From an optimization exercise on the open Yosys and OpenROAD flow, aimed at small area; shortcuts taken in it are not production practice.
In this exercise RTL edits were held to simulation tests only and were not proved equivalent to the original.
Power is estimated from default activity; no workload was simulated.

<file path="flow/design.v">
module murx_core (
    input  wire         clk,
    input  wire         rst,           
    input  wire [16:0]  code_len,      
    output wire [15:0]  code_addr,
    input  wire [31:0]  code_rdata,
    output wire [15:0]  dmem_addr,
    output wire         dmem_we,
    output wire [15:0]  dmem_wdata,
    input  wire [15:0]  dmem_rdata,
    output wire [9:0]   fs_addr,
    output wire         fs_we,
    output wire [272:0] fs_wdata,
    input  wire [272:0] fs_rdata,
    input  wire [3:0]   dbg_raddr,
    output wire [15:0]  dbg_rdata,
    output wire [1:0]   status,        
    output wire [2:0]   err_code,
    output wire [15:0]  err_info,
    output wire [16:0]  pc,
    output wire         carry,
    output wire [1:0]   cmp,           
    output wire [9:0]   depth
);
    localparam [1:0] CMP_NONE = 2'd0, CMP_LT = 2'd1, CMP_EQ = 2'd2, CMP_GT = 2'd3;
    localparam [2:0] E_DIV0 = 3'd1, E_UNKNOWN = 3'd2, E_OVERFLOW = 3'd3,
                     E_UNDERFLOW = 3'd4, E_BOUNDS = 3'd5, E_SHIFT = 3'd6,
                     E_UNSPEC = 3'd7;
    localparam [4:0] S_INIT = 5'd0, S_F0 = 5'd1, S_F1 = 5'd2, S_COL = 5'd3,
                     S_MEM = 5'd4, S_P1 = 5'd5, S_P2 = 5'd6, S_CMP = 5'd7,
                     S_WR = 5'd8, S_ADV = 5'd9, S_CW = 5'd10, S_C2 = 5'd11,
                     S_R1 = 5'd12, S_R2 = 5'd13, S_R3 = 5'd14,
                     S_R4 = 5'd16, S_MEMW = 5'd17, S_WB = 5'd18, S_F2 = 5'd19, S_R5 = 5'd20;
    localparam [1:0] S_DONE_HI = 2'b11;
    reg [4:0]  state;
    reg [3:0]  rot;           
    reg        stale;         
    reg [16:0] pc_q;
    reg        carry_q;
    reg [1:0]  cmp_q;
    reg [9:0]  depth_q;
    reg [15:0] A, ACC;
    reg [4:0]  cnt;
    reg        dneg;
    reg [1:0]  trc;           
    reg        bneg;          
    reg [7:0]  b0q;           
    reg [3:0]  raq, rbq;      
    wire fresh = ~stale;
    wire sINIT = (state == S_INIT);
    wire sF0   = (state == S_F0);
    wire sF1   = (state == S_F1);
    wire sF2   = (state == S_F2);
    wire sCOL  = (state == S_COL);      
    wire sWB   = (state == S_WB);       
    wire sWR   = (state == S_WR);
    wire sMEM  = (state == S_MEM);
    wire sMEMW = (state == S_MEMW);
    wire sP1   = (state == S_P1);
    wire sP2   = (state == S_P2);
    wire sCMP  = (state == S_CMP);
    wire sADV  = (state == S_ADV);
    wire sCW   = (state == S_CW);
    wire sC2   = (state == S_C2);
    wire sR1   = (state == S_R1);
    wire sR3   = (state == S_R3);
    wire sDONE = (state[4:3] == S_DONE_HI);
    wire [7:0] b0 = b0q;
    wire [7:0] b1 = code_rdata[15:8];
    wire [7:0] b2 = code_rdata[23:16];
    wire [7:0] b3 = code_rdata[31:24];
    function is;    
        input [7:0] v;
        input [63:0] set;    
        is = set[v[5:0]] & (v[7:6] == 2'b00);
    endfunction
    localparam [63:0] OP_RR = (64'd1 << 8'h01) | (64'd1 << 8'h05) | (64'd1 << 8'h08) | (64'd1 << 8'h0B) |
                              (64'd1 << 8'h0E) | (64'd1 << 8'h13) | (64'd1 << 8'h16) | (64'd1 << 8'h19) |
                              (64'd1 << 8'h1E) | (64'd1 << 8'h20) | (64'd1 << 8'h22);
    localparam [63:0] OP_RI = OP_RR << 1;
    localparam [63:0] OP_RM = (64'd1 << 8'h04) | (64'd1 << 8'h07) | (64'd1 << 8'h0A) | (64'd1 << 8'h0D) |
                              (64'd1 << 8'h10) | (64'd1 << 8'h15) | (64'd1 << 8'h18) | (64'd1 << 8'h1B) |
                              (64'd1 << 8'h24);
    wire f_rr = is(b0, OP_RR);
    wire f_ri = is(b0, OP_RI);
    wire f_rm = is(b0, OP_RM);
    wire f_mr = (b0 == 8'h03);
    wire f_r  = (b0 == 8'h11) | (b0 == 8'h1C);
    wire f_m  = (b0 == 8'h12) | (b0 == 8'h1D);
    wire f_a  = is(b0, 64'h0000_9FE0_0000_0000);    
    wire k_cp   = is(b0, 64'h16);                   
    wire k_add  = is(b0, 64'hE0);                   
    wire k_sub  = is(b0, 64'h700);                  
    wire k_mul  = is(b0, 64'h3800);                 
    wire k_div  = is(b0, 64'h1_C000);               
    wire k_neg  = (b0 == 8'h11);
    wire k_negm = (b0 == 8'h12);
    wire k_xor  = is(b0, 64'h38_0000);              
    wire k_and  = is(b0, 64'h1C0_0000);             
    wire k_or   = is(b0, 64'hE00_0000);             
    wire k_not  = (b0 == 8'h1C);
    wire k_notm = (b0 == 8'h1D);
    wire k_shr  = is(b0, 64'hC000_0000);            
    wire k_shl  = is(b0, 64'h3_0000_0000);          
    wire k_cmp  = is(b0, 64'h1C_0000_0000);         
    wire k_br   = is(b0, 64'h1FE0_0000_0000);       
    wire op_unspec = is(b0, 64'h6000_0000_0000);    
    wire k_call = (b0 == 8'h2F);
    wire k_ret  = (b0 == 8'h30);
    wire k_halt = (b0 == 8'h31);
    wire op_unknown = ~is(b0, 64'h3_FFFF_FFFF_FFFE);  
    wire k_shift = k_shr | k_shl;
    wire k_iter  = k_mul | k_div | k_shift;
    wire [2:0] ilen = {f_ri | f_rm | f_mr,
                       f_rr | f_r | f_m | f_a,
                       ~(f_rr | f_r | f_ri | f_rm | f_mr)};
    wire        c_rr  = (code_rdata[7:0] == 8'h01) | (code_rdata[7:0] == 8'h05) | (code_rdata[7:0] == 8'h08) |
                        (code_rdata[7:0] == 8'h0B) | (code_rdata[7:0] == 8'h0E) | (code_rdata[7:0] == 8'h13) |
                        (code_rdata[7:0] == 8'h16) | (code_rdata[7:0] == 8'h19) | (code_rdata[7:0] == 8'h1E) |
                        (code_rdata[7:0] == 8'h20) | (code_rdata[7:0] == 8'h22);
    wire        c_mr  = (code_rdata[7:0] == 8'h03);
    wire [3:0]  ra_n  = c_rr ? b1[7:4] : c_mr ? b3[3:0] : b1[3:0];
    wire [3:0]  ra    = raq;
    wire [15:0] imm   = {b3, b2};
    wire [15:0] field = {b2, b1};
    reg taken;
    always @(*) begin
        case (b0[3:0])
            4'h5: taken = (cmp_q == CMP_EQ);
            4'h6: taken = cmp_q[0];
            4'h7: taken = (cmp_q == CMP_GT);
            4'h8: taken = cmp_q[1];
            4'h9: taken = (cmp_q == CMP_LT);
            4'hA: taken = cmp_q[1] ^ cmp_q[0];
            4'hB: taken = carry_q;
            default: taken = 1'b1;    
        endcase
    end
    wire [15:0] s15 = fs_rdata[255:240];
    wire [3:0]  rd_reg = sDONE ? dbg_raddr : (sP2 | (sMEM & f_mr)) ? ra : rbq;
    wire [3:0]  rd_sel = rd_reg + rot;
    reg  [15:0] rd;
    integer ri;
    always @(*) begin
        rd = 16'd0;
        for (ri = 0; ri < 16; ri = ri + 1)
            rd = rd | (fs_rdata[16*ri +: 16] & {16{rd_sel == ri}});
    end
    wire        at_ra  = ((rot ^ ra) == 4'hF);      
    wire        target = (sCOL | sWB) & fresh & at_ra;
    wire [15:0] bsrc = ({16{f_rr | f_r | f_mr}} & rd) | ({16{f_ri}} & imm) |
                       ({16{f_rm | f_m}} & dmem_rdata);
    wire first = cnt[4];
    wire cnt0  = (cnt == 5'd0);
    wire step  = sCMP & ~cnt0;
    wire xs_pc   = sF0 | sF1 | sF2 | sADV;
    wire xs_s15  = sCOL & ~(k_cp | k_neg | k_not);
    wire xs_dep  = sCW | sR1;
    wire xs_accm = sCMP & (cnt0 | (k_mul & ~first));
    wire xs_accd = step & k_div;
    wire [16:0] X = ({17{xs_pc}}   & pc_q) |
                    ({17{xs_s15}}  & {s15[15], s15}) |
                    ({17{xs_dep}}  & {7'd0, depth_q}) |
                    ({17{xs_accm}} & {ACC[15], ACC}) |
                    {{16{xs_accd & ~first}} & ACC, xs_accd & A[15]};
    wire ys_b    = sCOL | sMEM | sP1 | (step & (k_div | (k_mul & A[0])));
    wire ys_rd   = sP2;
    wire ys_a    = sWB;
    wire ys_code = sF0 | sF1;
    wire ys_len  = sF2 | sADV;
    wire ys_one  = sCW | sR1;
    wire [15:0] yv = ({16{ys_b}} & bsrc) | ({16{ys_rd}} & rd) | ({16{ys_a}} & A) |
                     ({16{ys_code}} & code_len[15:0]) |
                     {13'd0, ({3{ys_len}} & ilen) | {2'b00, ys_one}};
    wire [16:0] Y = {ys_code ? code_len[16] : yv[15], yv};
    reg sub;
    always @(*) begin
        sub = 1'b0;
        if (sF0 | sF1 | sR1)      sub = 1'b1;
        if (sCOL)                 sub = k_sub | k_cmp | k_neg | k_not;
        if (sWB)                  sub = k_div & dneg;
        if (sMEM)                 sub = f_m;
        if (sP2)                  sub = k_div & rd[15];
        if (step)                 sub = k_mul ? (cnt == 5'd1) : (~(ACC[15] & ~first) ^ bneg);
    end
    wire cin1 = sCMP & cnt0 & A[15];
    wire [16:0] Ye  = Y ^ {17{sub}};
    wire        cin = sub | cin1;
    wire [16:0] p   = X ^ Ye;
    wire [16:0] g   = X & Ye;
    reg  [17:0] G, P;
    reg  [17:0] Gn, Pn;
    integer li, bi;
    always @(*) begin
        G = {g, cin};
        P = {p, 1'b0};
        for (li = 0; li < 5; li = li + 1) begin
            Gn = G; Pn = P;
            for (bi = 0; bi < 18; bi = bi + 1)
                if ((bi >> li) & 1) begin
                    Gn[bi] = G[bi] | (P[bi] & G[((bi >> li) << li) - 1]);
                    Pn[bi] = P[bi] & P[((bi >> li) << li) - 1];
                end
            G = Gn; P = Pn;
        end
    end
    wire [16:0] S   = p ^ G[16:0];
    wire        c17 = G[17];
    wire        s_ovf  = S[16] ^ S[15];
    wire        s_zero = (S[15:0] == 16'd0);
    wire [1:0]  trc_n  = (&S[16:2]) ? S[1:0] : 2'd0;
    reg         trunc;    
    always @(*) begin
        case (trc)
            2'd3:    trunc = ~ilen[0] | ilen[1];
            2'd2:    trunc = ilen[2] | (ilen[1] & ilen[0]);
            2'd1:    trunc = ilen[2];
            default: trunc = 1'b0;
        endcase
    end
    wire sel_p = k_xor | k_cp | k_not | k_notm | f_mr;
    wire        m_p = sel_p | k_or;
    wire        m_g = k_and | k_or;
    wire [15:0] res = (m_p | m_g) ? (({16{m_p}} & p[15:0]) | ({16{m_g}} & g[15:0])) : S[15:0];
    wire rotw = (fresh & (sINIT | ((sCOL | sWB) & ~at_ra) | sCW)) | sWR;
    wire [15:0] rin = (sWR | sINIT) ? A : s15;    
    assign fs_addr  = depth_q;
    assign fs_we    = rotw | sC2;
    assign fs_wdata = {pc_q, fs_rdata[239:0], rin};
    assign code_addr  = pc_q[15:0];
    assign dmem_addr  = (f_ri | f_rm) ? imm : field;
    assign dmem_we    = sMEMW;
    assign dmem_wdata = A;
    assign dbg_rdata = rd;
    assign status   = {sDONE & (state[2:0] != 3'd0), sDONE & (state[2:0] == 3'd0)};
    assign err_code = state[2:0];    
    assign err_info = ({16{state == {S_DONE_HI, E_UNKNOWN} || state == {S_DONE_HI, E_UNSPEC}}} & {8'd0, b0}) |
                      ({16{state == {S_DONE_HI, E_SHIFT}}} & A);
    assign pc       = pc_q;
    assign carry    = carry_q;
    assign cmp      = cmp_q;
    assign depth    = depth_q;
    wire f1_fault = op_unknown | op_unspec | trunc | (k_ret & (depth_q == 10'd0)) |
                    (k_call & (depth_q == 10'd1000));
    wire [2:0] f1_code = op_unknown ? E_UNKNOWN : op_unspec ? E_UNSPEC : trunc ? E_BOUNDS :
                         k_ret ? E_UNDERFLOW : E_OVERFLOW;
    always @(posedge clk) begin
        stale <= fs_we;
        if (sINIT | sP1 | sP2 | target | sMEM)
            A <= res;
        else if (step)
            A <= (k_mul | k_shr) ? {S[0], A[15:1]} : {A[14:0], k_div & ~S[16]};
        ACC <= (k_mul | k_shr) ? S[16:1] : S[15:0];
        if (sP1)
            cnt <= k_shift ? {1'b0, S[3:0]} : 5'd16;
        else if (step)
            cnt <= cnt - 5'd1;
        trc <= trc_n;
        b0q <= code_rdata[7:0];
        raq <= ra_n;
        rbq <= b1[3:0];
        if (sP1)
            bneg <= S[15];
        if (sP1)
            dneg <= S[15];
        else if (sP2)
            dneg <= dneg ^ rd[15];
        if (rst) begin
            state      <= S_INIT;
            rot        <= 4'd0;
            carry_q    <= 1'b0;
            cmp_q      <= CMP_NONE;
            stale      <= 1'b1;
        end else begin
            if (sR1)
                rot <= 4'd0;
            else if (rotw)
                rot <= rot + 4'd1;
            if ((sF2 & ~f1_fault & (k_halt | (k_br & ~taken))) | sADV | sINIT)
                pc_q <= S;                         
            else if ((sF2 & ~f1_fault & k_br & taken) | sC2)
                pc_q <= {1'b0, field};
            else if (sR3)
                pc_q <= fs_rdata[272:256];
            if ((sCW & fresh & (rot == 4'd15)) | sR1 | sINIT)
                depth_q <= S[9:0];                 
            if ((target & sCOL & (k_add | k_sub | k_neg)) | (sMEM & k_negm))
                carry_q <= s_ovf;
            else if (target & sWB & k_div)
                carry_q <= ~dneg & A[15];
            else if (sCMP & cnt0 & k_mul)
                carry_q <= ~s_zero;
            if (target & sCOL & k_cmp)
                cmp_q <= S[16] ? CMP_LT : s_zero ? CMP_EQ : CMP_GT;
            case (state)
                S_INIT: if (fresh && rot == 4'd15) state <= S_F0;
                S_F0:   state <= c17 ? {S_DONE_HI, E_BOUNDS} : S_F1;
                S_F1:   state <= S_F2;
                S_F2: begin
                    if (f1_fault)                 state <= {S_DONE_HI, f1_code};
                    else if (k_halt)              state <= {S_DONE_HI, 3'd0};
                    else if (k_br)                state <= S_F0;
                    else if (k_call)              state <= S_CW;
                    else if (k_ret)               state <= S_R1;
                    else if (f_mr | f_m)          state <= S_MEM;
                    else if (k_iter)              state <= S_P1;
                    else                          state <= S_COL;
                end
                S_COL:  if (target) state <= k_cmp ? S_ADV : S_WR;
                S_WB:   if (target) state <= S_WR;
                S_WR:   state <= S_ADV;
                S_MEM:  state <= S_MEMW;
                S_MEMW: state <= S_ADV;
                S_P1:   state <= (k_div && bsrc == 16'd0) ? {S_DONE_HI, E_DIV0} :
                                 (k_shift && bsrc[15:4] != 12'd0) ? {S_DONE_HI, E_SHIFT} : S_P2;
                S_P2:   state <= S_CMP;
                S_CMP:  if (cnt0) state <= S_WB;
                S_ADV:  state <= S_F0;
                S_CW:   if (fresh && rot == 4'd15) state <= S_C2;
                S_C2:   state <= S_F0;
                S_R1:   state <= S_R2;
                S_R2:   state <= S_R3;
                S_R3:   state <= S_R4;
                S_R4:   state <= S_R5;
                S_R5:   state <= S_ADV;
                default: ;    
            endcase
        end
    end
endmodule
</file>
<file path="flow/flow/run.sh">
#!/bin/bash
# Layout flow: the standard flow (standard.sh) with three changes to how the
# layout is made:
#  - synthesis maps with an area-oriented ABC script (abc_area_min.script)
#    instead of ORFS's delay-oriented one; everything else in synthesis,
#    including the registers, is the standard synthesis;
#  - port buffers are the smallest buffer cell, buf_1, instead of the cell
#    buffer_ports picks by default;
#  - synthesis does not put its own buffer on wires that run straight from an
#    input port to an output port (SYNTH_INSBUF=0): buffer_ports still gives
#    each of those ports its own buffer.
# Each tool's output goes to a log file in this folder.
set -euo pipefail
here=$(pwd)
rm -rf "$here/scripts_mod"
cp -r "$FLOW_HOME/scripts" "$here/scripts_mod"
cp "$here/flow/abc_area_min.script" "$here/scripts_mod/abc_speed.script"
bash standard.sh SCRIPTS_DIR="$here/scripts_mod" SYNTH_INSBUF=0 \
  BUFFER_PORTS_ARGS="-buffer_cell sky130_fd_sc_hd__buf_1" finish > "$here/flow_make.log" 2>&1
</file>
<file path="flow/flow/abc_area_min.script">
&get -n
&st
&syn2
&dch -f
&nf -a -R 1000
&put
</file>
<file path="flow/standard.sh">
#!/bin/bash
# synth_recipe.tcl (not shown) runs the flow's synth.tcl, then flattens the netlist and writes it again
# the make line also repeats each setting of config.mk as NAME=value (left out here)
make -C /OpenROAD-flow-scripts/flow DESIGN_CONFIG=/design/flow/config.mk WORK_HOME=/design/flow/orfs CLKGATE_MAP_FILE= SYNTH_SCRIPT=/design/flow/synth_recipe.tcl "${@:-finish}"
</file>
<file path="flow/config.mk">
export PLATFORM = sky130hd
export DESIGN_NAME = murx_core
export DESIGN_NICKNAME = murx_core
export VERILOG_FILES = /design/flow/design.v
export SDC_FILE = /design/flow/constraint.sdc
export NUM_CORES = 4
export LEC_CHECK = 0
export CAP_MARGIN = 0
export CORE_AREA = 10 10 270 270
export CTS_BUF_LIST = sky130_fd_sc_hd__clkbuf_8 sky130_fd_sc_hd__clkbuf_16
export CTS_CLUSTER_DIAMETER = 60
export CTS_CLUSTER_SIZE = 12
export DIE_AREA = 0 0 280 280
export PLACE_DENSITY = 0.9
export SETUP_SLACK_MARGIN = 0.2
export SLEW_MARGIN = 0
</file>
<file path="flow/constraint.sdc">
create_clock -name core_clock -period 10.0 [get_ports {clk}]
set_input_delay 2.0000 -clock core_clock [delete_from_list [all_inputs] [get_ports {clk}]]
set_output_delay 2.0000 -clock core_clock [all_outputs]
set_load 0.01 [all_outputs]
</file>
==> results.py, run 1 <==
metrics = {
    "run_status": {
        "status": "timing/DRC/antenna clean",
    },
    "power": {
        "p_int_w": 0.00245,
        "ir_worst_vdd_mv": 0.233,
        "combPwrFrac_pct": 75.0,
        "power_density_mw_per_mm2": 418,
        "power.share.sequential_pct": 18.7,
        "p_leak_nw": 4.80,
        "power_frac_clock_pct": 6.4,
        "swShare_pct": 58.8,
        "p_sw_w": 0.00350,
    },
    "worst_setup_path": {
        "startpoint": "dbg_raddr[1]",
        "worstReg2RegEnd": "carry_q$_SDFFE_PP0P_",
        "setup.worst_path.start_class": "input pin",
        "worst-path-buf-inv": 6,
        "worstPathMaxFanout": 15,
        "ff2ff_setup_slack_ns": 0.81,
        "reg2reg_from": "b0q[7]$_DFF_P_",
        "crit_family": "compound AO/OA/AOI/OAI gates",
        "critical_path_class": "input pin to flip-flop",
        "reg2reg_depth": 50,
        "worstPathRequired_ns": 10.25,
        "cp_slowest_cell": "or4_1",
        "crit_top_cell": "nand2_1",
        "cp_num_cells": 45,
        "crit_arrival_ns": 9.45,
        "max_stage_delay_ns": 0.51,
        "worstSetupEndpoint": "carry_q$_SDFFE_PP0P_",
        "endpoint_kind": "flip-flop",
    },
    "timing": {
        "worst_pin_slew_ns": 1.28,
        "setup_ws_ns": 0.799,
        "setup-tns-final_ns": 0,
        "rsz0062_at_grt": "false",
        "drv_slew": 0,
        "period_share_pct": 92.0,
        "clock_skew_ns": 0.0178,
        "setup_viol": 0,
        "relSlewSlack_pct": 13.7,
        "fmax_mhz": 109,
        "layout_min_cycle_time_ns": 9.20,
        "hold_viol_final": 0,
    },
    "place": {
        "io_buffers": 743,
        "place_inst": 2843,
        "place_hpwl_mm": 92.6,
        "dpl_worst_slack_ns": 0.0699,
        "gp_congestion": 1.07,
    },
    "floorplan": {
        "start_util_pct": 13.8,
        "io_pins": 744,
        "rows": 95,
        "die_w_um": 280,
        "core_area_mm2": 0.0670,
        "die_y_um": 280,
        "dieArea_mm2": 0.0784,
    },
    "clock_tree": {
        "cts_tree": "built",
        "clkSlewWorstSetupHoldPaths_ns": 0.09,
        "clock-sinks": 97,
        "clk_path_buf_depth": 2,
        "cts_buffers": 9,
        "cts_max_level": 3,
        "root_buffer": "clkbuf_16",
        "clkLatencyLatePin_ns": 0.39,
    },
    "synth": {
        "synth_cells": 1147,
        "ys_seq_elements": 97,
        "synth_nets": 1526,
        "synth_top_family_by_area": "compound AO/OA/AOI/OAI gates",
        "synth_fa_ha_area_share_pct": 5.22,
        "muxShareOfSynthArea_pct": 6.88,
        "synthXorXnorAreaFrac_pct": 4.92,
        "synth-simple-area-share_pct": 23.0,
        "synth_cell_types": 53,
        "ys_warn_count": 1,
        "syn_area_per_cell_um2": 8.06,
        "synth_edf_count": 50,
        "synth_flop_cell": "edfxtp_1",
        "synth_area_mm2": 0.00925,
        "synth_compound_area_share_pct": 32.1,
        "yosysSeqAreaShare_pct": 26.4,
        "synthArstFlopShare_pct": 0,
    },
    "run": {
        "drv_cap": 0,
    },
    "drt": {
        "drt_pass1_iterations": 9,
        "drt-wirelength-per-cell_um": 36.9,
        "drc": 0,
        "totalWireLength_mm": 106,
        "first_iter_violations": 2659,
        "ant_nets": 0,
        "vias": 15600,
        "vias_per_cell": 5.44,
    },
    "min_path": {
        "worstHoldPathType": "flip-flop to flip-flop",
    },
    "layout": {
        "fin_cells": 2876,
        "nNetsFinal": 2364,
        "mostFrequentLayoutCells": "buf_1 (743), nand2_1 (166), nor2_1 (104), a21oi_1 (91), buf_4 (84)",
        "syn2layout_area_growth_pct": 53.8,
        "layout-drive-gt1-share_pct": 6.38,
        "final_util_pct": 21.2,
        "final_common_cell": "buf_1",
    },
    "global_routing": {
        "grt_max_degree": 36,
        "track_usage_pct": 25.4,
        "grt_pass1_vias": 14800,
        "grt_overflow": 0,
        "antenna_found_initial": 44,
        "grt_pass1_wl_mm": 136,
    },
}
==> timing repair <==
action	4_1_cts	5_1_grt
hold buffers	0	0
resized for setup	0	12
endpoints found under the setup margin	0	2
setup buffers	0	4
==> power by group through the flow <==
stage	combinational, W	sequential (W)	clock (W)
floorplan	0.00228	0.00104	0
global placement	0.00428	0.00110	0
detailed placement	0.00431	0.00110	0
CTS	0.00434	0.00110	0.000376
global route	0.00472	0.00111	0.000390
finish	0.00446	0.00111	0.000378
==> logic make-up (layout without fill, tap and decap cells) <==
family          after synthesis  in the layout
mux                          59             59
other cells                   0             13
compound gates              410            410
xor+xnor                     52             52
flops                        97             97
fa+ha+maj                    35             35
simple gates                457            457
buf+inv                      37            880
==> synth_stat cells (3+ instances only) <==
cell type / instances / area (um2)
clkinv_1: 37 / 139
a21oi_1: 96 / 480
ha_1: 29 / 363
a221oi_1: 16 / 140
a221o_1: 12 / 120
and2_0: 10 / 62.6
or4_1: 3 / 22.5
o22ai_1: 7 / 43.8
a211oi_1: 5 / 37.5
nand2b_1: 18 / 113
fa_1: 6 / 120
mux2_1: 37 / 417
a21o_1: 8 / 60.1
dfxtp_1: 47 / 941
nor4_1: 10 / 62.6
nor3_1: 35 / 175
o21ai_0: 53 / 265
a222oi_1: 80 / 801
a22o_1: 28 / 245
o31ai_1: 5 / 37.5
nor2b_1: 10 / 62.6
nand4_1: 20 / 125
or2_0: 10 / 62.6
mux2i_1: 22 / 220
edfxtp_1: 50 / 1500
xor2_1: 18 / 158
nor2_1: 111 / 417
a22oi_1: 40 / 300
o221ai_1: 3 / 26.3
o211ai_1: 9 / 67.6
nand3_1: 35 / 175
and4_1: 11 / 96.3
xnor2_1: 34 / 298
and3_1: 8 / 50.1
a31oi_1: 29 / 181
nand2_1: 166 / 623
==> per-layer routing <==
metal | vias to the layer above | routed length [um] | track usage (%)
li1 | 6342 | - | -
met1 | 7570 | 45600 | 34.5
met2 | 1520 | 42900 | 36.4
met3 | 178 | 13800 | 9.15
met4 | 34 | 3760 | 7.93
met5 | - | 210 | 0
==> how the worst min path moves through the flow <==
stage,from,end,slack (ns),cells after the start
floorplan,carry_q$_SDFFE_PP0P_,carry_q$_SDFFE_PP0P_,0.54,2
global placement,state[3]$_SDFFE_PP0P_,state[3]$_SDFFE_PP0P_,0.58,2
detailed placement,carry_q$_SDFFE_PP0P_,carry_q$_SDFFE_PP0P_,0.56,2
CTS,carry_q$_SDFFE_PP0P_,carry_q$_SDFFE_PP0P_,0.58,2
global route,carry_q$_SDFFE_PP0P_,carry_q$_SDFFE_PP0P_,0.61,2
finish,carry_q$_SDFFE_PP0P_,carry_q$_SDFFE_PP0P_,0.59,2
==> flip-flops by register name (all words and copies together) (netlist names) <==
| name | flops |
|---|---|
| pc_q | 17 |
| ACC | 16 |
| A | 16 |
| depth_q | 10 |
| b0q | 8 |
| cnt | 5 |
| state | 5 |
| raq | 4 |
| rbq | 4 |
| rot | 4 |
| cmp_q | 2 |
| trc | 2 |
| bneg | 1 |
| carry_q | 1 |
| dneg | 1 |
| stale | 1 |
==> cell type report <==
| class | count | area (um2) |
|---|---|---|
| clock buffer | 9 | 225 |
| tap | 873 | 1090 |
| clock inverter | 7 | 82.6 |
| timing repair buffer | 827 | 3420 |
| multi-input combinational | 1013 | 6800 |
| sequential | 97 | 2440 |
| inverter | 37 | 139 |
| fill | 7636 | 52800 |
| antenna | 13 | 32.5 |
==> metrics by stage <==
stage | hold slack [ns] | power, W | area, um2
6_report | 0.592 | 0.00595 | 14200
5_1_grt | 0.608 | 0.00622 | 14200
4_1_cts | 0.581 | 0.00582 | 14100
3_5_place_dp | 0.558 | 0.00542 | 13800
3_3_place_gp | 0.584 | 0.00538 | 13800
2_1_floorplan | 0.539 | 0.00332 | 9250
==> worst reg2reg max path: cells and delay by family, from the launching register on <==
family,cells,cell delay [ns]
XOR/XNOR,3,0.54
buffers and inverters,8,1.14
AO/OA/AOI/OAI,16,2.50
AND/OR/NAND/NOR,18,2.90
flip-flops,1,0.32
adder cells (fa/ha/maj),3,1.24
multiplexers,2,0.43
==> run 2: changes to the inputs <==
--- a/flow/config.mk
+++ b/flow/config.mk
@@ -13,4 +13,4 @@
 export DIE_AREA = 0 0 280 280
-export PLACE_DENSITY = 0.9
-export SETUP_SLACK_MARGIN = 0.2
+export PLACE_DENSITY = 0.75
+export SETUP_SLACK_MARGIN = 0.3
 export SLEW_MARGIN = 0
==> run 2 against run 1 <==
Compared with the run above:
- still clean
- flip-flop and latch count stayed put
- global-route usage is 0.075 points lower
- sequential share of layout area is 0.071 points lower
==> results.py, run 2 <==
metrics = {
    "worst_setup_path": {
        "worstPathMaxFanout": 12,
        "ff2ff_setup_slack_ns": 0.84,
        "max_stage_delay_ns": 0.50,
        "endpoint_kind": "flip-flop",
        "worst-path-buf-inv": 5,
        "crit_arrival_ns": 9.48,
        "worstPathRequired_ns": 10.24,
        "cp_slowest_cell": "fa_1",
        "crit_family": "simple AND/OR/NAND/NOR gates",
        "critical_path_class": "input pin to flip-flop",
        "setup.worst_path.start_class": "input pin",
    },
    "clock_tree": {
        "clock-sinks": 97,
        "clkSlewWorstSetupHoldPaths_ns": 0.08,
        "cts_buffers": 9,
        "cts_tree": "built",
        "root_buffer": "clkbuf_16",
        "clkLatencyLatePin_ns": 0.39,
        "cts_hold_buf": 0,
        "clk_path_buf_depth": 2,
        "cts_max_level": 3,
    },
    "synth": {
        "synth_cell_types": 53,
        "yosysSeqAreaShare_pct": 26.4,
        "synth.most_common_cell": "nand2_1",
        "yosys.area.top_type_share_pct": 16.2,
        "synthTopCellsByCount": "nand2_1 (166), nor2_1 (111), a21oi_1 (96), a222oi_1 (80), o21ai_0 (53)",
        "synth_cells": 1147,
        "synth_nets": 1526,
        "syn_area_per_cell_um2": 8.06,
        "ys_seq_elements": 97,
        "synth_flop_cell": "edfxtp_1",
        "synth_edf_count": 50,
        "synthArstFlopShare_pct": 0,
        "ys_warn_count": 1,
        "synth_area_leaders": "edfxtp_1 (16%), dfxtp_1 (10%), a222oi_1 (8.7%)",
        "yosys.area.top_type": "edfxtp_1",
        "synth_area_mm2": 0.00925,
    },
    "floorplan": {
        "core_area_mm2": 0.0670,
        "rows": 95,
        "die_y_um": 280,
        "die_w_um": 280,
        "io_pins": 744,
        "start_util_pct": 13.8,
        "dieArea_mm2": 0.0784,
    },
    "layout": {
        "final_common_cell": "buf_1",
        "layout-drive-gt1-share_pct": 7.07,
        "reg_top3": "pc_q (17), ACC (16), A (16)",
        "top_register": "pc_q",
        "mostFrequentLayoutCells": "buf_1 (743), nand2_1 (163), nor2_1 (103), a21oi_1 (93), buf_4 (89)",
        "final_util_pct": 21.3,
        "largest_reg_flops": 17,
        "nNetsFinal": 2369,
        "stdcell_area_mm2": 0.0143,
        "syn2layout_area_growth_pct": 54.5,
    },
    "timing": {
        "layout_min_cycle_time_ns": 9.24,
        "fmax_mhz": 108,
        "period_share_pct": 92.4,
        "hold_viol_final": 0,
        "setup-tns-final_ns": 0,
        "relSlewSlack_pct": 19.4,
        "rsz0062_at_grt": "false",
        "worst_pin_slew_ns": 1.20,
        "drv_slew": 0,
        "setup_viol": 0,
        "clock_skew_ns": 0.0170,
    },
    "place": {
        "place_area_mm2": 0.0139,
        "io_buffers": 743,
        "gp_congestion": 1.08,
        "place_hpwl_mm": 92.1,
    },
    "drt": {
        "top_layer_used": "met5",
        "vias": 15500,
        "vias_per_cell": 5.39,
        "wl_met2_mm": 42.8,
        "met3_wirelength_mm": 14.9,
        "drt-wirelength-per-cell_um": 36.6,
        "first_iter_violations": 2626,
        "drt_pass1_iterations": 13,
        "ant_nets": 0,
        "totalWireLength_mm": 106,
        "drc": 0,
        "met1Wirelength_mm": 45.4,
    },
    "power": {
        "p_leak_nw": 4.82,
        "ir_worst_vdd_mv": 0.287,
        "power_density_mw_per_mm2": 417,
    },
    "global_routing": {
        "grt_max_degree": 36,
        "grt_overflow": 0,
        "track_usage_pct": 25.3,
        "grt_pass1_wl_mm": 136,
        "antenna_found_initial": 35,
        "grt_pass1_vias": 15000,
    },
    "min_path": {
        "worstHoldPathType": "flip-flop to flip-flop",
    },
    "run_status": {
        "status": "timing/DRC/antenna clean",
    },
    "run": {
        "drv_cap": 0,
    },
}
run 2: path summary, 6_finish.rpt:
check / from / to / cells past startpoint
setup / recovery: dbg_raddr[1] / carry_q$_SDFFE_PP0P_ / 42
hold / removal: carry_q$_SDFFE_PP0P_ / carry_q$_SDFFE_PP0P_ / 2
setup reg to reg: b0q[7]$_DFF_P_ / carry_q$_SDFFE_PP0P_ / 46
hold reg to reg: carry_q$_SDFFE_PP0P_ / carry_q$_SDFFE_PP0P_ / 2
run 2: logic make-up after synthesis:
| group | after synthesis | share of synthesized area [%] |
|---|---|---|
| and+or+nand+nor | 457 | 23.0 |
| AOI/OAI and AO/OA | 410 | 32.1 |
| DFF | 97 | 26.4 |
| muxes | 59 | 6.88 |
| xor gates and xnor gates | 52 | 4.92 |
| buffers and inverters | 37 | 1.50 |
| adders and majority gates | 35 | 5.22 |
run 2: tightest hold or removal path, cell delays in order (launching register included):
cell and delay [ns]:
dfxtp_1 0.36, mux2i_1 0.14, nor2_1 0.05
run 2: layout make-up:
class,count,area (um2)
diodes,14,35.0
well taps,873,1090
fillers,7692,52800
clock buffers,9,225
clock inverters,7,76.3
repair buffers,832,3460
flip-flops and latches,97,2440
inverters,37,139
multi-input cells,1013,6820
run 2: power breakdown:
group / total (W) / internal [W] / switching [W]
clock network: 0.000374 / 0.000177 / 0.000197
logic: 0.00447 / 0.00150 / 0.00297
registers: 0.00111 / 0.000796 / 0.000310
total: 0.00595 / 0.00248 / 0.00348
run 2: repair_timing:
action | CTS | global route
endpoints found under the setup margin | 0 | 4
gates resized for setup | 0 | 18
buffers inserted | 0 | 3
run 2: metrics by stage:
| stage | total power, W | instances | worst slack [ns] | hold slack [ns] |
|---|---|---|---|---|
| finish | 0.00595 | 2882 | 0.761 | 0.589 |
| global route | 0.00627 | 2870 | 0.283 | 0.626 |
| CTS | 0.00586 | 2865 | 0.439 | 0.582 |
| detailed placement | 0.00546 | 2849 | 0.0808 | 0.572 |
| global placement | 0.00545 | 2849 | 0.180 | 0.565 |
| floorplan | 0.00332 | 1147 | 0.460 | 0.539 |
run 2: metal layers:
layer / vias to the layer above / GRT usage [%]
li1: 6364 / -
met1: 7550 / 35.1
met2: 1458 / 36.5
met3: 141 / 9.28
met4: 20 / 5.06
met5: - / 1.15
==> run 3: changes to the inputs <==
--- a/flow/design.v
+++ b/flow/design.v
@@ -32,3 +32,3 @@
                      S_R1 = 5'd12, S_R2 = 5'd13, S_R3 = 5'd14,
-                     S_R4 = 5'd16, S_MEMW = 5'd17, S_WB = 5'd18, S_F2 = 5'd19, S_R5 = 5'd20;
+                     S_R4 = 5'd16, S_MEMW = 5'd17, S_WB = 5'd18, S_F2 = 5'd19, S_R5 = 5'd20, S_P3 = 5'd21;
     localparam [1:0] S_DONE_HI = 2'b11;
@@ -46,3 +46,3 @@
     reg        bneg;          
-    reg [7:0]  b0q;           
+    reg [5:0]  b0q;           
     reg [3:0]  raq, rbq;      
@@ -60,2 +60,3 @@
     wire sP2   = (state == S_P2);
+    wire sP3   = (state == S_P3);       
     wire sCMP  = (state == S_CMP);
@@ -67,3 +68,3 @@
     wire sDONE = (state[4:3] == S_DONE_HI);
-    wire [7:0] b0 = b0q;
+    wire [7:0] b0 = {code_rdata[7:6], b0q};
     wire [7:0] b1 = code_rdata[15:8];
@@ -74,3 +75,3 @@
         input [63:0] set;    
-        is = set[v[5:0]] & (v[7:6] == 2'b00);
+        is = set[v[5:0]];    
     endfunction
@@ -86,5 +87,5 @@
     wire f_rm = is(b0, OP_RM);
-    wire f_mr = (b0 == 8'h03);
-    wire f_r  = (b0 == 8'h11) | (b0 == 8'h1C);
-    wire f_m  = (b0 == 8'h12) | (b0 == 8'h1D);
+    wire f_mr = (b0[5:0] == 6'h03);
+    wire f_r  = (b0[5:0] == 6'h11) | (b0[5:0] == 6'h1C);
+    wire f_m  = (b0[5:0] == 6'h12) | (b0[5:0] == 6'h1D);
     wire f_a  = is(b0, 64'h0000_9FE0_0000_0000);    
@@ -95,4 +96,4 @@
     wire k_div  = is(b0, 64'h1_C000);               
-    wire k_neg  = (b0 == 8'h11);
-    wire k_negm = (b0 == 8'h12);
+    wire k_neg  = (b0[5:0] == 6'h11);
+    wire k_negm = (b0[5:0] == 6'h12);
     wire k_xor  = is(b0, 64'h38_0000);              
@@ -100,4 +101,4 @@
     wire k_or   = is(b0, 64'hE00_0000);             
-    wire k_not  = (b0 == 8'h1C);
-    wire k_notm = (b0 == 8'h1D);
+    wire k_not  = (b0[5:0] == 6'h1C);
+    wire k_notm = (b0[5:0] == 6'h1D);
     wire k_shr  = is(b0, 64'hC000_0000);            
@@ -107,6 +108,6 @@
     wire op_unspec = is(b0, 64'h6000_0000_0000);    
-    wire k_call = (b0 == 8'h2F);
-    wire k_ret  = (b0 == 8'h30);
-    wire k_halt = (b0 == 8'h31);
-    wire op_unknown = ~is(b0, 64'h3_FFFF_FFFF_FFFE);  
+    wire k_call = (b0[5:0] == 6'h2F);
+    wire k_ret  = (b0[5:0] == 6'h30);
+    wire k_halt = (b0[5:0] == 6'h31);
+    wire op_unknown = ~is(b0, 64'h3_FFFF_FFFF_FFFE) | (b0[7:6] != 2'b00);  
     wire k_shift = k_shr | k_shl;
@@ -167,3 +168,3 @@
     wire ys_rd   = sP2;
-    wire ys_a    = sWB;
+    wire ys_a    = sWB | sP3;
     wire ys_code = sF0 | sF1;
@@ -182,3 +183,3 @@
         if (sMEM)                 sub = f_m;
-        if (sP2)                  sub = k_div & rd[15];
+        if (sP3)                  sub = k_div & A[15];
         if (step)                 sub = k_mul ? (cnt == 5'd1) : (~(ACC[15] & ~first) ^ bneg);
@@ -248,3 +249,3 @@
         stale <= fs_we;
-        if (sINIT | sP1 | sP2 | target | sMEM)
+        if (sINIT | sP1 | sP2 | sP3 | target | sMEM)
             A <= res;
@@ -258,3 +259,3 @@
         trc <= trc_n;
-        b0q <= code_rdata[7:0];
+        b0q <= code_rdata[5:0];
         raq <= ra_n;
@@ -315,3 +316,4 @@
                                  (k_shift && bsrc[15:4] != 12'd0) ? {S_DONE_HI, E_SHIFT} : S_P2;
-                S_P2:   state <= S_CMP;
+                S_P2:   state <= S_P3;
+                S_P3:   state <= S_CMP;
                 S_CMP:  if (cnt0) state <= S_WB;
--- a/flow/config.mk
+++ b/flow/config.mk
@@ -13,4 +13,4 @@
 export DIE_AREA = 0 0 280 280
-export PLACE_DENSITY = 0.75
-export SETUP_SLACK_MARGIN = 0.3
+export PLACE_DENSITY = 0.9
+export SETUP_SLACK_MARGIN = 0.2
 export SLEW_MARGIN = 0
==> run 3 against run 2 <==
Compared with the run above:
- fmax is 0.16% higher
- register-to-register slack lost 0.02 ns
- critical path depth is 4 lower
- core utilization fell by 0.66 points
- critical endpoint unchanged
- highest routed layer unchanged
==> results.py, run 3 <==
metrics = {
    "clock_tree": {
        "cts_max_level": 3,
        "post_cts_buffers": 0,
        "clock-sinks": 95,
        "clkLatencyLatePin_ns": 0.39,
        "root_buffer": "clkbuf_16",
        "cts_buffers": 9,
        "cts_hold_buf": 0,
        "clk_path_buf_depth": 2,
        "clkSlewWorstSetupHoldPaths_ns": 0.07,
        "post_cts_resized": 0,
        "cts_tree": "built",
    },
    "global_routing": {
        "grt_pass1_wl_mm": 129,
        "track_usage_pct": 23.9,
        "grt_overflow": 0,
        "grt_pass1_vias": 14300,
        "antenna_found_initial": 28,
        "grt_max_degree": 36,
    },
    "drt": {
        "totalWireLength_mm": 100,
        "first_iter_violations": 2659,
        "drc": 0,
        "drt_pass1_iterations": 8,
        "vias_per_cell": 5.32,
        "vias": 15000,
        "drt-wirelength-per-cell_um": 35.5,
        "ant_nets": 0,
    },
    "worst_setup_path": {
        "worst-path-buf-inv": 1,
        "worstPathMaxFanout": 16,
        "cp_num_cells": 38,
        "cp_slowest_cell": "nor2_2",
        "max_stage_delay_ns": 0.80,
        "worstPathRequired_ns": 10.23,
        "critical_path_class": "input pin to flip-flop",
        "crit_family": "simple AND/OR/NAND/NOR gates",
        "crit_arrival_ns": 9.45,
        "reg2reg_depth": 41,
        "endpoint_kind": "flip-flop",
        "setup.worst_path.start_class": "input pin",
    },
    "synth": {
        "synth_area_mm2": 0.00908,
        "synth_area_leaders": "edfxtp_1 (17%), dfxtp_1 (9.9%), a222oi_1 (7.3%)",
        "yosysSeqAreaShare_pct": 26.4,
        "synth.most_common_cell": "nand2_1",
        "yosys.area.top_type_share_pct": 16.5,
        "synth_edf_count": 50,
        "synthTopCellsByCount": "nand2_1 (157), nor2_1 (102), a22oi_1 (81), a21oi_1 (77), a222oi_1 (66)",
        "synthArstFlopShare_pct": 0,
        "synth_cells": 1118,
        "synth_flop_cell": "edfxtp_1",
        "synth_cell_types": 49,
        "yosys.area.top_type": "edfxtp_1",
        "synth_nets": 1496,
        "ys_seq_elements": 95,
        "syn_area_per_cell_um2": 8.12,
        "ys_warn_count": 1,
    },
    "place": {
        "gp_congestion": 1.02,
        "io_buffers": 743,
        "place_hpwl_mm": 88.1,
    },
    "min_path": {
        "worstHoldPathType": "flip-flop to flip-flop",
        "holdPathStages": 2,
    },
    "run": {
        "drv_cap": 0,
    },
    "layout": {
        "reg_top3": "pc_q (17), ACC (16), A (16)",
        "nNetsFinal": 2314,
        "syn2layout_area_growth_pct": 52.4,
        "layout-drive-gt1-share_pct": 5.05,
        "final_common_cell": "buf_1",
        "largest_reg_flops": 17,
        "top_register": "pc_q",
        "n_fill_cell": 7599,
        "mostFrequentLayoutCells": "buf_1 (743), nand2_1 (157), nor2_1 (89), a22oi_1 (81), a21oi_1 (77)",
    },
    "timing": {
        "setup_viol": 0,
        "drv_slew": 0,
        "worst_pin_slew_ns": 1.28,
        "clock_skew_ns": 0.0192,
        "layout_min_cycle_time_ns": 9.22,
        "period_share_pct": 92.2,
        "hold_viol_final": 0,
        "worst_hold_slack_ns": 0.622,
        "rsz0062_at_grt": "false",
        "relSlewSlack_pct": 13.6,
        "setup-tns-final_ns": 0,
        "fmax_mhz": 108,
    },
    "power": {
        "p_leak_nw": 4.59,
        "power_density_mw_per_mm2": 447,
        "ir_worst_vdd_mv": 0.285,
    },
    "floorplan": {
        "io_pins": 744,
        "start_util_pct": 13.5,
        "rows": 95,
        "core_area_mm2": 0.0670,
        "dieArea_mm2": 0.0784,
        "die_y_um": 280,
        "die_w_um": 280,
    },
    "run_status": {
        "status": "timing/DRC/antenna clean",
    },
}
## run 3: changes by cell type in the layout (fill, tap and decap cells not counted), moves of 6 or more
cell      previous run  this run
a22oi_1             40        81
a222oi_1            80        66
a21oi_1             93        77
buf_4               89        64
nand2b_1            17         7
nand4_1             20        28
nand2_1            163       157
a31oi_1             25        31
nor2_1             103        89
## run 3: worst paths after layout
kind,startpoint,end,slack (ns)
setup / recovery,dbg_raddr[1],carry_q$_SDFFE_PP0P_,0.78
hold / removal,carry_q$_SDFFE_PP0P_,carry_q$_SDFFE_PP0P_,0.62
setup reg to reg,state[2]$_SDFFE_PP0P_,carry_q$_SDFFE_PP0P_,0.82
hold reg to reg,carry_q$_SDFFE_PP0P_,carry_q$_SDFFE_PP0P_,0.62
## run 3: through the flow
step	area, um2	std cells	setup WS (ns)	total power (W)	utilization (%)
6_report	13800	2830	0.776	0.00618	20.6
5_1_grt	13800	2817	0.211	0.00651	20.6
4_1_cts	13800	2814	0.772	0.00608	20.6
3_5_place_dp	13500	2798	0.450	0.00571	20.1
3_3_place_gp	13500	2798	0.569	0.00560	20.1
2_1_floorplan	9080	1118	0.956	0.00365	-
## run 3: logic make-up after synthesis
family                   synth area share [%]
adder cells (fa/ha/maj)                  5.18
XOR/XNOR                                 4.34
flip-flops                               26.4
multiplexers                             7.26
AO/OA/AOI/OAI                            32.3
AND/OR/NAND/NOR                          23.1
buffers and inverters                    1.41
## run 3: layer usage
metal  up-vias  GRT usage, %  routed length [um]
met1      7291          30.0               39100
met4        24          10.9                4930
met2      1319          36.2               43200
met5         -             0                 166
met3       184          8.14               13000
li1       6227             -                   -
## run 3: final cells by class
type	count	area [um2]	area share, %
multi-input cells	989	6640	47.9
diodes	16	40.0	0.289
repair buffers	807	3270	23.6
well taps	873	1090	7.89
inverters	34	128	0.922
clock inverters	7	48.8	0.353
flip-flops and latches	95	2400	17.4
clock buffers	9	225	1.63
## run 3: report_power, final
group / internal, W / switching [W] / total (W)
registers: 0.000825 / 0.000342 / 0.00117
logic: 0.00153 / 0.00313 / 0.00466
clock network: 0.000171 / 0.000184 / 0.000355
## run 3: tightest hold or removal path: cells and delay by family (launching register included)
family,cells,cell delay (ns)
flops,1,0.38
simple gates,1,0.13
compound gates,1,0.06
==> run 4: changes to the inputs <==
--- a/flow/config.mk
+++ b/flow/config.mk
@@ -9,5 +9,5 @@
 export CORE_AREA = 10 10 270 270
-export CTS_BUF_LIST = sky130_fd_sc_hd__clkbuf_8 sky130_fd_sc_hd__clkbuf_16
-export CTS_CLUSTER_DIAMETER = 60
-export CTS_CLUSTER_SIZE = 12
+export CTS_BUF_LIST = sky130_fd_sc_hd__clkbuf_8
+export CTS_CLUSTER_DIAMETER = 50
+export CTS_CLUSTER_SIZE = 10
 export DIE_AREA = 0 0 280 280
==> run 4 against run 3 <==
Compared with the run above:
- clock power decreased by 25%
- synthesized area unchanged
- final cell count decreased by 0.14%
- sequential power about the same
- worst hold slack improved by 0.00060 ns
- synthesized cell count unchanged
- final area decreased by 0.80%
- clock-buffer cell count unchanged
- via count increased by 0.63%
- first-iteration DRC count increased by 1.6%
- global-route usage about the same
==> results.py, run 4 <==
metrics = {
    "synth": {
        "syn_area_per_cell_um2": 8.12,
        "synth_area_leaders": "edfxtp_1 (17%), dfxtp_1 (9.9%), a222oi_1 (7.3%)",
        "yosysSeqAreaShare_pct": 26.4,
        "ys_seq_elements": 95,
        "synth_cells": 1118,
        "yosys.area.top_type_share_pct": 16.5,
        "synth_cell_types": 49,
        "yosys.area.top_type": "edfxtp_1",
        "ys_warn_count": 1,
        "synth_flop_cell": "edfxtp_1",
        "synth.most_common_cell": "nand2_1",
        "synthTopCellsByCount": "nand2_1 (157), nor2_1 (102), a22oi_1 (81), a21oi_1 (77), a222oi_1 (66)",
        "synth_area_mm2": 0.00908,
        "synth_edf_count": 50,
        "synthArstFlopShare_pct": 0,
        "synth_nets": 1496,
    },
    "layout": {
        "largest_reg_flops": 17,
        "multi_input_area_mm2": 0.00664,
        "final_common_cell": "buf_1",
        "reg_top3": "pc_q (17), ACC (16), A (16)",
        "final_util_pct": 20.5,
        "n_fill_cell": 7620,
        "mostFrequentLayoutCells": "buf_1 (743), nand2_1 (157), nor2_1 (89), a22oi_1 (81), a21oi_1 (77)",
        "layout-drive-gt1-share_pct": 5.05,
        "nNetsFinal": 2314,
        "syn2layout_area_growth_pct": 51.2,
        "top_register": "pc_q",
        "regArea_mm2": 0.00240,
    },
    "min_path": {
        "min_from": "carry_q$_SDFFE_PP0P_",
        "min_to": "carry_q$_SDFFE_PP0P_",
        "worstHoldPathType": "flip-flop to flip-flop",
        "holdPathStages": 2,
    },
    "power": {
        "fin_total_pwr_w": 0.00608,
        "p_leak_nw": 4.54,
        "ir_worst_vdd_mv": 0.288,
        "power_density_mw_per_mm2": 443,
    },
    "place": {
        "dpl_worst_slack_ns": 0.450,
        "gp_congestion": 1.02,
        "io_buffers": 743,
        "place_hpwl_mm": 88.1,
    },
    "timing": {
        "drv_slew": 0,
        "setup_viol": 0,
        "rsz0062_at_grt": "false",
        "layout_min_cycle_time_ns": 9.24,
        "worst_hold_slack_ns": 0.622,
        "fmax_mhz": 108,
        "setup-tns-final_ns": 0,
        "period_share_pct": 92.4,
        "clock_skew_ns": 0.0247,
        "relSlewSlack_pct": 19.6,
        "hold_viol_final": 0,
        "setup_ws_ns": 0.760,
        "worst_pin_slew_ns": 1.19,
    },
    "drt": {
        "drt_pass1_iterations": 9,
        "ant_nets": 0,
        "drc": 0,
        "totalWireLength_mm": 100,
        "vias_per_cell": 5.36,
        "first_iter_violations": 2701,
        "vias": 15100,
        "drt-wirelength-per-cell_um": 35.5,
    },
    "clock_tree": {
        "cts_buffers": 9,
        "post_cts_buffers": 0,
        "clkLatencyLatePin_ns": 0.43,
        "clk_path_buf_depth": 2,
        "clkSlewWorstSetupHoldPaths_ns": 0.12,
        "cts_max_level": 3,
        "clock-sinks": 95,
        "cts_tree": "built",
        "root_buffer": "clkbuf_8",
        "post_cts_resized": 0,
        "cts_hold_buf": 0,
    },
    "worst_setup_path": {
        "worst-path-buf-inv": 1,
        "reg2reg_from": "state[2]$_SDFFE_PP0P_",
        "worstPathMaxFanout": 16,
        "max_stage_delay_ns": 0.83,
        "crit_family": "simple AND/OR/NAND/NOR gates",
        "worstPathRequired_ns": 10.28,
        "ff2ff_setup_slack_ns": 0.76,
        "endpoint_kind": "flip-flop",
        "cp_slowest_cell": "nor2_2",
        "setup.worst_path.start_class": "flip-flop",
        "reg2reg_depth": 41,
        "worstReg2RegEnd": "carry_q$_SDFFE_PP0P_",
        "critical_path_class": "flip-flop to flip-flop",
        "crit_arrival_ns": 9.52,
    },
    "global_routing": {
        "grt_max_degree": 36,
        "globalRouteMet2Util_pct": 36.4,
        "gr-usage-met3_pct": 8.46,
        "grt_pass1_vias": 14200,
        "grt_pass1_wl_mm": 129,
        "top_usage_layer": "met2",
        "grt_overflow": 0,
        "antenna_found_initial": 23,
        "track_usage_pct": 23.8,
        "met1_usage_pct": 29.9,
    },
    "floorplan": {
        "die_w_um": 280,
        "die_y_um": 280,
        "core_area_mm2": 0.0670,
        "dieArea_mm2": 0.0784,
        "start_util_pct": 13.5,
        "io_pins": 744,
        "rows": 95,
    },
    "run_status": {
        "status": "timing/DRC/antenna clean",
    },
    "run": {
        "drv_cap": 0,
    },
}
==> run 4: cell counts after synthesis <==
Identical to the previous run, type by type.
==> run 4: cells by family after synthesis <==
logic type,after synthesis,share of synthesized area (%)
adders and majority gates,34,5.18
muxes,61,7.26
AOI/OAI and AO/OA,405,32.3
buffers and inverters,34,1.41
xor gates and xnor gates,45,4.34
DFF,95,26.4
and+or+nand+nor,444,23.1
==> run 4: worst max-delay path by stage <==
| stage | from | to | slack (ns) | cells past startpoint |
|---|---|---|---|---|
| 6_report | state[2]$_SDFFE_PP0P_ | carry_q$_SDFFE_PP0P_ | 0.76 | 41 |
| 5_1_grt | state[2]$_SDFFE_PP0P_ | carry_q$_SDFFE_PP0P_ | 0.22 | 41 |
| 2_1_floorplan | state[1]$_SDFFE_PP0P_ | carry_q$_SDFFE_PP0P_ | 0.96 | 43 |
| 3_3_place_gp | dbg_raddr[1] | carry_q$_SDFFE_PP0P_ | 0.57 | 40 |
| 3_5_place_dp | dbg_raddr[0] | carry_q$_SDFFE_PP0P_ | 0.45 | 38 |
| 4_1_cts | dbg_raddr[0] | carry_q$_SDFFE_PP0P_ | 0.83 | 38 |
==> run 4: final cells by class <==
type	instances	share of cell area (%)
Sequential cell	95	17.5
Antenna cell	12	0.219
Clock buffer	9	0.902
Inverter	34	0.929
Clock inverter	7	0.355
Multi-Input combinational cell	989	48.3
Tap cell	873	7.96
Timing Repair Buffer	807	23.8
==> run 4: power breakdown <==
group          total [W]  internal (W)  switching [W]
combinational    0.00465       0.00153        0.00312
clock           0.000266     0.0000922       0.000174
sequential       0.00117      0.000824       0.000343
==> run 4: metrics by stage <==
step	area, um2	instances
floorplan	9080	1118
global placement	13500	2798
detailed placement	13500	2798
CTS	13700	2814
global route	13700	2817
finish	13700	2826
==> run 4: layer usage <==
layer	vias up	share of wire, %
met5	-	0.14
met4	22	4.4
met3	179	13
met2	1343	43
met1	7379	40
li1	6217	-
==> run 4: worst register-to-register path: cells and delay by family, from the launching register on <==
kind / cells / cell delay (ns)
buf+inv: 1 / 0.21
compound gates: 15 / 2.91
fa+ha+maj: 3 / 1.06
xor+xnor: 3 / 0.57
flops: 1 / 0.34
simple gates: 17 / 3.73
mux: 2 / 0.28
==> run 5: changes to the inputs <==
--- a/flow/config.mk
+++ b/flow/config.mk
@@ -10,4 +10,4 @@
 export CTS_BUF_LIST = sky130_fd_sc_hd__clkbuf_8
-export CTS_CLUSTER_DIAMETER = 50
-export CTS_CLUSTER_SIZE = 10
+export CTS_CLUSTER_DIAMETER = 40
+export CTS_CLUSTER_SIZE = 8
 export DIE_AREA = 0 0 280 280
==> run 5 against run 4 <==
Compared with the run above:
- still clean on timing, DRC and antenna
- highest routed layer unchanged
- critical path type unchanged
- first-iteration DRC count unchanged
- worst setup slack unchanged
- core utilization unchanged
==> results.py, run 5 <==
metrics = {
    "global_routing": {
        "grt_pass1_vias": 14200,
        "grt_pass1_wl_mm": 129,
        "antenna_found_initial": 23,
        "grt_max_degree": 36,
        "track_usage_pct": 23.8,
        "grt_overflow": 0,
    },
    "layout": {
        "largest_reg_flops": 17,
        "top_register": "pc_q",
        "n_fill_cell": 7620,
        "reg_top3": "pc_q (17), ACC (16), A (16)",
        "regArea_mm2": 0.00240,
        "multi_input_area_mm2": 0.00664,
        "syn2layout_area_growth_pct": 51.2,
        "final_common_cell": "buf_1",
        "mostFrequentLayoutCells": "buf_1 (743), nand2_1 (157), nor2_1 (89), a22oi_1 (81), a21oi_1 (77)",
        "stdcell_area_mm2": 0.0137,
        "nNetsFinal": 2314,
        "layout-drive-gt1-share_pct": 5.05,
    },
    "worst_setup_path": {
        "max_stage_delay_ns": 0.83,
        "startpoint": "state[2]$_SDFFE_PP0P_",
        "setup.worst_path.start_class": "flip-flop",
        "crit_family": "simple AND/OR/NAND/NOR gates",
        "ff2ff_setup_slack_ns": 0.76,
        "reg2reg_from": "state[2]$_SDFFE_PP0P_",
        "worstPathRequired_ns": 10.28,
        "critical_path_class": "flip-flop to flip-flop",
        "endpoint_kind": "flip-flop",
        "worstPathMaxFanout": 16,
        "cp_slowest_cell": "nor2_2",
        "worst-path-buf-inv": 1,
        "crit_arrival_ns": 9.52,
    },
    "drt": {
        "drc": 0,
        "vias_per_cell": 5.36,
        "totalWireLength_mm": 100,
        "drt-wirelength-per-cell_um": 35.5,
        "ant_nets": 0,
        "vias": 15100,
        "drt_pass1_iterations": 9,
        "first_iter_violations": 2701,
    },
    "synth": {
        "yosys.area.top_type_share_pct": 16.5,
        "synth_edf_count": 50,
        "yosysSeqAreaShare_pct": 26.4,
        "synth.most_common_cell": "nand2_1",
        "synthArstFlopShare_pct": 0,
        "yosys.area.top_type": "edfxtp_1",
        "ys_seq_elements": 95,
        "synth_nets": 1496,
        "syn_area_per_cell_um2": 8.12,
        "synth_cells": 1118,
        "ys_warn_count": 1,
        "synth_area_leaders": "edfxtp_1 (17%), dfxtp_1 (9.9%), a222oi_1 (7.3%)",
        "synth_area_mm2": 0.00908,
        "synth_cell_types": 49,
        "synthTopCellsByCount": "nand2_1 (157), nor2_1 (102), a22oi_1 (81), a21oi_1 (77), a222oi_1 (66)",
        "synth_flop_cell": "edfxtp_1",
    },
    "place": {
        "place_hpwl_mm": 88.1,
        "gp_congestion": 1.02,
        "dpl_worst_slack_ns": 0.450,
        "place_area_mm2": 0.0135,
        "io_buffers": 743,
    },
    "floorplan": {
        "rows": 95,
        "start_util_pct": 13.5,
        "die_w_um": 280,
        "core_area_mm2": 0.0670,
        "io_pins": 744,
        "die_y_um": 280,
        "dieArea_mm2": 0.0784,
    },
    "clock_tree": {
        "cts_hold_buf": 0,
        "root_buffer": "clkbuf_8",
        "clock-sinks": 95,
        "clkSlewWorstSetupHoldPaths_ns": 0.12,
        "clkLatencyLatePin_ns": 0.43,
        "cts_tree": "built",
        "cts_buffers": 9,
        "cts_max_level": 3,
        "clk_path_buf_depth": 2,
        "post_cts_buffers": 0,
    },
    "power": {
        "power_density_mw_per_mm2": 443,
        "p_leak_nw": 4.54,
        "ir_worst_vdd_mv": 0.288,
    },
    "timing": {
        "period_share_pct": 92.4,
        "rsz0062_at_grt": "false",
        "relSlewSlack_pct": 19.6,
        "fmax_mhz": 108,
        "layout_min_cycle_time_ns": 9.24,
        "worst_pin_slew_ns": 1.19,
        "worst_hold_slack_ns": 0.622,
        "setup_viol": 0,
        "drv_slew": 0,
        "clock_skew_ns": 0.0247,
        "setup-tns-final_ns": 0,
        "hold_viol_final": 0,
        "setup_ws_ns": 0.760,
    },
    "run_status": {
        "status": "timing/DRC/antenna clean",
    },
    "run": {
        "drv_cap": 0,
    },
    "min_path": {
        "worstHoldPathType": "flip-flop to flip-flop",
        "min_from": "carry_q$_SDFFE_PP0P_",
    },
}
-- run 5: tightest hold or removal path: stages (launching register included) --
cell	delay, ns
dfxtp_1	0.39
nor2_1	0.13
a211oi_1	0.06
-- run 5: through the flow --
| step | total power, W | std cells | utilization (%) |
|---|---|---|---|
| after global placement | 0.00560 | 2798 | 20.1 |
| after global routing | 0.00642 | 2817 | 20.4 |
| final | 0.00608 | 2826 | 20.5 |
| after detailed placement | 0.00571 | 2798 | 20.1 |
| after floorplan | 0.00365 | 1118 | - |
| after CTS | 0.00598 | 2814 | 20.4 |
-- run 5: per-layer routing --
metal  wire length (um)  global-route usage, %  vias up
li1                   -                      -     6217
met1              39600                   29.9     7379
met2              43500                   36.4     1343
met3              12500                   8.46      179
met4               4440                   9.80       22
met5                140                      0        -
-- run 5: path summary, 6_finish.rpt --
| path | to | depth (start not counted) |
|---|---|---|
| max | carry_q$_SDFFE_PP0P_ | 41 |
| min | carry_q$_SDFFE_PP0P_ | 2 |
| max reg2reg | carry_q$_SDFFE_PP0P_ | 41 |
| min reg2reg | carry_q$_SDFFE_PP0P_ | 2 |
-- run 5: final cells by class --
cell class                      instances  share of cell area [%]
Inverter                               34                   0.929
Multi-Input combinational cell        989                    48.3
Timing Repair Buffer                  807                    23.8
Sequential cell                        95                    17.5
Clock inverter                          7                   0.355
Tap cell                              873                    7.96
Clock buffer                            9                   0.902
Antenna cell                           12                   0.219
-- run 5: kinds of logic (layout without fill, tap and decap cells) --
logic type / after synthesis / after routing / share of synthesized area [%]
other cells: 0 / 12 / 0
fa+ha+maj: 34 / 34 / 5.18
xor+xnor: 45 / 45 / 4.34
simple gates: 444 / 444 / 23.1
mux: 61 / 61 / 7.26
flops: 95 / 95 / 26.4
buf+inv: 34 / 857 / 1.41
compound gates: 405 / 405 / 32.3
-- run 5: timing repair --
action,4_1_cts,5_1_grt
hold endpoints to repair,0,0
resized for setup,0,4
endpoints found under the setup margin,0,1
-- run 5: power breakdown --
group / internal, W / leakage [nW] / switching, W
clock: 0.0000922 / 0.0971 / 0.000174
combinational: 0.00153 / 3.58 / 0.00312
sequential: 0.000824 / 0.866 / 0.000343

## port drivers added, routing unchanged
The results above use ideal ports. As a check the final layouts listed here were re-extracted and re-timed, cells and wires unchanged.
Step 1 assumes that a clkbuf_16 drives the clock port and a buf_2 every other input.
Step 2, shift: input delay + t, output delay - t, t = (earliest + latest rising clock arrival at the registers) / 2. This alone moves slack from input paths to output paths.
Three values: no drivers, after step 1, after step 2; two values: the first two.
run | t, ns | setup slack, ns | worst hold slack (ns) | pins driven straight from the clock port
run 1 | 0.431 | 0.799 / 0.802 / 0.371 | 0.592 / 0.592 / 0.592 | 1
run 2 | 0.432 | 0.761 / 0.784 / 0.351 | 0.589 / 0.589 / 0.589 | 1
run 3 | 0.428 | 0.776 / 0.793 / 0.365 | 0.622 / 0.622 / 0.622 | 1
run 4 | 0.474 | 0.760 / 0.759 / 0.342 | 0.622 / 0.622 / 0.622 | 1
run 5 | 0.474 | 0.760 / 0.759 / 0.342 | 0.622 / 0.622 / 0.622 | 1
After both steps setup and hold are still met in every run listed. For run 1, which loses most, drivers alone change the setup slack by +0.003 ns; drivers and shift together by -0.428 ns.
